Context: an optimization exercise on an open-source flow, tuned for small area. The choices shown serve that exercise and are no tape-out recipe.
Function was checked by simulation only, so behaviour that the tests miss may differ from the original.
Power is estimated from default activity; no workload was simulated.

==> inputs of run a <==
// mucom_codec
module mucom_codec (
    input  wire        clk,
    input  wire        rst,
    input  wire        rx_valid,
    input  wire [7:0]  rx_byte,
    input  wire        rx_clear,
    output reg         disp_valid,
    output wire [1:0]  disp_kind,
    output wire [3:0]  disp_dcnt,
    output wire [71:0] disp_data,
    output reg         rsp_done,
    output wire [3:0]  rsp_dcnt,
    output wire [71:0] rsp_data,
    input  wire        tx_valid,
    output wire        tx_ready,
    input  wire [1:0]  tx_kind,
    input  wire [2:0]  tx_cntf,
    input  wire [71:0] tx_data,
    output wire        out_valid,
    output wire [7:0]  out_byte,
    input  wire        out_ready
);
==> module mucom_codec, before the edit <==
module mucom_codec (
    input  wire        clk,
    input  wire        rst,
    input  wire        rx_valid,
    input  wire [7:0]  rx_byte,
    input  wire        rx_clear,
    output reg         disp_valid,
    output wire [1:0]  disp_kind,
    output wire [3:0]  disp_dcnt,
    output wire [71:0] disp_data,
    output reg         rsp_done,
    output wire [3:0]  rsp_dcnt,
    output wire [71:0] rsp_data,
    input  wire        tx_valid,
    output wire        tx_ready,
    input  wire [1:0]  tx_kind,
    input  wire [2:0]  tx_cntf,
    input  wire [71:0] tx_data,
    output wire        out_valid,
    output wire [7:0]  out_byte,
    input  wire        out_ready
);
    reg  [3:0]  cnt;          
    reg  [76:0] w;            
    reg  [71:0] rsp_s;        
    reg  [2:0]  rsp_cntf;
    wire [1:0]  kind = w[76:75];
    wire [2:0]  cntf = w[74:72];
    wire [3:0]  last = (kind == 2'b01)  ? 4'd1 :
                       (cntf == 3'd0)   ? 4'd2 : {1'b0, cntf} + 4'd3;
    wire        take     = rx_valid & ~rx_clear;
    wire        rx_start = take & rx_byte[7];
    wire        rx_cont  = take & ~rx_byte[7] & (cnt != 4'd0);
    wire        complete = rx_cont & (cnt == last);
    wire        is_rsp   = (kind == 2'b10);
    reg  [76:0] w_next;
    integer j;
    always @(*) begin
        for (j = 0; j < 11; j = j + 1) begin
            if (j == 0)
                w_next[76 -: 7] = ({7{rx_start}} & rx_byte[6:0]) |
                                  ({7{~rx_start}} & w[76 -: 7]);
            else
                w_next[76 - 7*j -: 7] = ({7{rx_cont & (cnt == j)}} & rx_byte[6:0]) |
                                        ({7{~(rx_cont & (cnt == j))}} & w[76 - 7*j -: 7]);
        end
    end
    always @(posedge clk) begin
        w <= w_next;
        if (complete & is_rsp) begin
            rsp_s    <= w_next[71:0];
            rsp_cntf <= cntf;
        end
    end
    always @(posedge clk) begin
        if (rst) begin
            cnt        <= 4'd0;
            disp_valid <= 1'b0;
            rsp_done   <= 1'b0;
        end else begin
            disp_valid <= complete & ~is_rsp;
            rsp_done   <= complete & is_rsp;
            if (rx_clear | complete)
                cnt <= 4'd0;
            else if (rx_start)
                cnt <= 4'd1;
            else if (rx_cont)
                cnt <= cnt + 4'd1;
        end
    end
    assign disp_kind = kind;
    assign disp_dcnt = {1'b0, cntf} + 4'd1;
    assign rsp_dcnt  = {1'b0, rsp_cntf} + 4'd1;
    genvar g;
    generate
        for (g = 0; g < 9; g = g + 1) begin : unpack
            assign disp_data[8*g +: 8] = w[71 - 8*g -: 8];
            assign rsp_data[8*g +: 8]  = rsp_s[71 - 8*g -: 8];
        end
    endgenerate
    reg         busy;
    reg  [3:0]  txidx;
    reg  [76:0] t;            
    wire [1:0]  t_kind = t[76:75];
    wire [2:0]  t_cntf = t[74:72];
    wire [3:0]  t_last = (t_kind == 2'b01) ? 4'd1 :
                         (t_cntf == 3'd0)  ? 4'd2 : {1'b0, t_cntf} + 4'd3;
    wire        at_last = (txidx == t_last);
    wire [71:0] tx_s;
    generate
        for (g = 0; g < 9; g = g + 1) begin : pack
            assign tx_s[71 - 8*g -: 8] = tx_data[8*g +: 8];
        end
    endgenerate
    always @(posedge clk) begin
        if (!busy)
            t <= {tx_kind, tx_cntf, tx_s};
    end
    reg  [6:0]  chunk;
    reg  [6:0]  padmask;      
    integer c;
    always @(*) begin
        chunk = 7'd0;
        for (c = 0; c < 11; c = c + 1)
            if (txidx == c)
                chunk = t[76 - 7*c -: 7];
        padmask = 7'h7f;
        if (at_last) begin
            case (txidx)
                4'd1:    padmask = 7'h7e;    
                4'd4:    padmask = 7'h40;    
                4'd5:    padmask = 7'h60;    
                4'd6:    padmask = 7'h70;    
                4'd7:    padmask = 7'h78;    
                4'd8:    padmask = 7'h7c;    
                4'd9:    padmask = 7'h7e;    
                default: padmask = 7'h7f;
            endcase
        end
    end
    assign tx_ready  = !busy;
    assign out_valid = busy;
    assign out_byte  = {txidx == 4'd0, chunk & padmask};
    always @(posedge clk) begin
        if (rst) begin
            busy <= 1'b0;
        end else if (!busy) begin
            if (tx_valid) begin
                busy  <= 1'b1;
                txidx <= 4'd0;
            end
        end else if (out_ready) begin
            if (at_last)
                busy <= 1'b0;
            else
                txidx <= txidx + 4'd1;
        end
    end
endmodule
make LEC_CHECK=0 ABC_AREA=1 CAP_MARGIN=20 CORE_MARGIN=2 CORE_UTILIZATION=40 SLEW_MARGIN=20 finish   # period 10.0 ns
run.sh (not shown) runs the stock make flow with config.mk's settings and CLKGATE_MAP_FILE= SYNTH_SCRIPT=/design/flow/synth_recipe.tcl, a recipe that flattens the netlist after the stock synthesis.
==> run b (differences from run a) <==
--- a/flow/design.v
+++ b/flow/design.v
@@ -5,9 +5,9 @@
     input  wire [7:0]  rx_byte,
     input  wire        rx_clear,
-    output reg         disp_valid,
+    output wire        disp_valid,
     output wire [1:0]  disp_kind,
     output wire [3:0]  disp_dcnt,
     output wire [71:0] disp_data,
-    output reg         rsp_done,
+    output wire        rsp_done,
     output wire [3:0]  rsp_dcnt,
     output wire [71:0] rsp_data,
@@ -21,5 +21,54 @@
     input  wire        out_ready
 );
+    function [3:0] lastidx;
+        input [1:0] k;
+        input [2:0] c;
+        begin
+            if (k == 2'b01)
+                lastidx = 4'd1;
+            else
+                case (c)
+                    3'd0: lastidx = 4'd2;
+                    3'd1: lastidx = 4'd4;
+                    3'd2: lastidx = 4'd5;
+                    3'd3: lastidx = 4'd6;
+                    3'd4: lastidx = 4'd7;
+                    3'd5: lastidx = 4'd8;
+                    3'd6: lastidx = 4'd9;
+                    default: lastidx = 4'd10;
+                endcase
+        end
+    endfunction
+    function [3:0] dcnt;
+        input [2:0] c;
+        case (c)
+            3'd0: dcnt = 4'd1;
+            3'd1: dcnt = 4'd2;
+            3'd2: dcnt = 4'd3;
+            3'd3: dcnt = 4'd4;
+            3'd4: dcnt = 4'd5;
+            3'd5: dcnt = 4'd6;
+            3'd6: dcnt = 4'd7;
+            default: dcnt = 4'd8;
+        endcase
+    endfunction
+    function [3:0] inc;
+        input [3:0] n;
+        case (n)
+            4'd0: inc = 4'd1;
+            4'd1: inc = 4'd2;
+            4'd2: inc = 4'd3;
+            4'd3: inc = 4'd4;
+            4'd4: inc = 4'd5;
+            4'd5: inc = 4'd6;
+            4'd6: inc = 4'd7;
+            4'd7: inc = 4'd8;
+            4'd8: inc = 4'd9;
+            4'd9: inc = 4'd10;
+            default: inc = 4'd0;
+        endcase
+    endfunction
     reg  [3:0]  cnt;          
+    reg         done;         
     reg  [76:0] w;            
     reg  [71:0] rsp_s;        
@@ -27,6 +76,5 @@
     wire [1:0]  kind = w[76:75];
     wire [2:0]  cntf = w[74:72];
-    wire [3:0]  last = (kind == 2'b01)  ? 4'd1 :
-                       (cntf == 3'd0)   ? 4'd2 : {1'b0, cntf} + 4'd3;
+    wire [3:0]  last = lastidx(kind, cntf);
     wire        take     = rx_valid & ~rx_clear;
     wire        rx_start = take & rx_byte[7];
@@ -56,9 +104,7 @@
         if (rst) begin
             cnt        <= 4'd0;
-            disp_valid <= 1'b0;
-            rsp_done   <= 1'b0;
+            done       <= 1'b0;
         end else begin
-            disp_valid <= complete & ~is_rsp;
-            rsp_done   <= complete & is_rsp;
+            done       <= complete;
             if (rx_clear | complete)
                 cnt <= 4'd0;
@@ -66,10 +112,12 @@
                 cnt <= 4'd1;
             else if (rx_cont)
-                cnt <= cnt + 4'd1;
+                cnt <= inc(cnt);
         end
     end
-    assign disp_kind = kind;
-    assign disp_dcnt = {1'b0, cntf} + 4'd1;
-    assign rsp_dcnt  = {1'b0, rsp_cntf} + 4'd1;
+    assign disp_valid = done & ~is_rsp;
+    assign rsp_done   = done & is_rsp;
+    assign disp_kind  = kind;
+    assign disp_dcnt  = dcnt(cntf);
+    assign rsp_dcnt   = dcnt(rsp_cntf);
     genvar g;
     generate
@@ -84,6 +132,5 @@
     wire [1:0]  t_kind = t[76:75];
     wire [2:0]  t_cntf = t[74:72];
-    wire [3:0]  t_last = (t_kind == 2'b01) ? 4'd1 :
-                         (t_cntf == 3'd0)  ? 4'd2 : {1'b0, t_cntf} + 4'd3;
+    wire [3:0]  t_last = lastidx(t_kind, t_cntf);
     wire        at_last = (txidx == t_last);
     wire [71:0] tx_s;
@@ -134,5 +181,5 @@
                 busy <= 1'b0;
             else
-                txidx <= txidx + 4'd1;
+                txidx <= inc(txidx);
         end
     end
==> flow/flow/run.sh (new file) <==
#!/bin/bash
# Layout flow: the standard flow, with three changes to how the layout is
# made (the design, clock and constraints are the design's):
#  1. after the standard synthesis, combinational cells that ABC sized up are
#     set back to their smallest drive strength and ABC's buffers removed
#     (registers untouched); placement's repair_design re-buffers where needed;
#  2. each port gets a buf_1 as its port buffer;
#  3. the clock tree is built from clkbuf_4 cells with small sink clusters.
# Each tool's output goes to a log file of its own in this folder.
set -euo pipefail
R=orfs/results/${FLOW_PLATFORM}/mucom_codec/base
bash standard.sh synth > log_synth.txt 2>&1
openroad -no_init -exit flow/downsize.tcl > log_downsize.txt 2>&1
touch $R/1_synth.sdc
bash standard.sh finish \
  "BUFFER_PORTS_ARGS=-buffer_cell sky130_fd_sc_hd__buf_1" \
  "CTS_ARGS=-sink_clustering_enable -repair_clock_nets -dont_use_dummy_load -buf_list sky130_fd_sc_hd__clkbuf_4 -sink_clustering_size 10 -sink_clustering_max_diameter 50" \
  > log_finish.txt 2>&1
==> flow/flow/downsize.tcl (new file) <==
# Set every combinational cell of the synthesized netlist to the smallest
# drive strength of its function, and remove ABC's buffers. Registers keep
# their cells.
set plat /OpenROAD-flow-scripts/flow/platforms/sky130hd
if {[info exists ::env(FLOW_HOME)]} { set plat $::env(FLOW_HOME)/platforms/sky130hd }
read_liberty $plat/lib/sky130_fd_sc_hd__tt_025C_1v80.lib
set R orfs/results/$::env(FLOW_PLATFORM)/mucom_codec/base
read_db $R/1_synth.odb
read_sdc $R/1_synth.sdc
remove_buffers
set n 0
foreach inst [get_cells *] {
  set m [get_property $inst ref_name]
  if {[regexp {^(sky130_fd_sc_hd__[a-z0-9]+)_([0-9]+)$} $m -> base drive]} {
    if {[string match "*df*" $base] || [string match "*dl*" $base] || [string match "*conb*" $base]} { continue }
    foreach d {1 0} {
      if {$d >= $drive} { break }
      set lc [get_lib_cells -quiet */${base}_$d]
      if {[llength $lc] > 0 && [get_property [lindex $lc 0] area] <= [get_property [get_lib_cells */$m] area]} {
        if {![catch {replace_cell $inst [lindex $lc 0]}]} { incr n; break }
      }
    }
  }
}
puts "downsized $n cells"
write_db $R/1_synth.odb
==> flow/standard.sh (new file) <==
#!/bin/bash
# synth_recipe.tcl (not shown) runs the flow's synth.tcl, then flattens the netlist and writes it again
# the make line also repeats each setting of config.mk as NAME=value (left out here)
make -C /OpenROAD-flow-scripts/flow DESIGN_CONFIG=/design/flow/config.mk WORK_HOME=/design/flow/orfs CLKGATE_MAP_FILE= SYNTH_SCRIPT=/design/flow/synth_recipe.tcl "${@:-finish}"
removed: flow/run.sh
==> results.txt <==
Status: run a timing/DRC/antenna clean; run b timing/DRC/antenna clean
Standard-cell rows: run a 54; run b 53
Die height: run a 154 um; run b 151 um
Cell Area, Placed: run a 11,800 um^2; run b 9940 um^2
Start point of the worst min-delay path: run a w[36]; run b w[22]
Fraction of final layout cells with drive strength greater than 1: run a 7.46%; run b 3.87%
Multi-input logic cell count: run a 438; run b 405
Via Count: run a 6,302; run b 6,255
Count of cell instances traversed by the critical path: run a 13; run b 12
Non-Clock Buffer Area Fraction: run a 20.4%; run b 9.57%
CP Max Fanout: run a 11; run b 9
Wire length on met1: run a 9.27 mm; run b 8.83 mm
Iter 0 DRT Violations: run a 273; run b 388
Placer Congestion: run a 0.797; run b 0.811
Power per standard cell area: run a 172 nW/um^2; run b 165 nW/um^2
Worst setup skew after layout: run a 0.0133 ns; run b 0.107 ns
Count of non-CTS inverters in the layout: run a 61; run b 68
Power after layout: run a 2.18 mW; run b 1.69 mW
Number of buffers inserted during clock tree synthesis: run a 26; run b 35
Wire length on met2: run a 10.8 mm; run b 10.6 mm
Number of instances in the synthesized netlist: run a 760; run b 716
Sequential fraction of design power: run a 50.4%; run b 65.9%
Tightest hold margin: run a 0.483 ns; run b 0.486 ns

==> afterwards: timing with drivers on the ports <==
Ports are ideal in the flow. The routed layouts listed here were re-timed in OpenROAD. Step 1 assumes that a clkbuf_16 drives the clock port and a buf_2 every other input. Step 2 also shifts input and output timing later by t, the mid clock arrival at the registers, as if the neighbouring blocks saw the same clock. a / b / c = ideal / step 1 / step 2; a / b = the first two.
| run | t, ns | setup WS [ns] | worst register clock-pin slew, ns |
|---|---|---|---|
| run a | 0.573 | 4.450 / 4.403 / 4.976 | 0.06 / 0.06 |
| run b | 0.618 | 5.078 / 5.037 / 5.203 | 0.11 / 0.11 |
After both steps setup and hold are still met in every run listed.
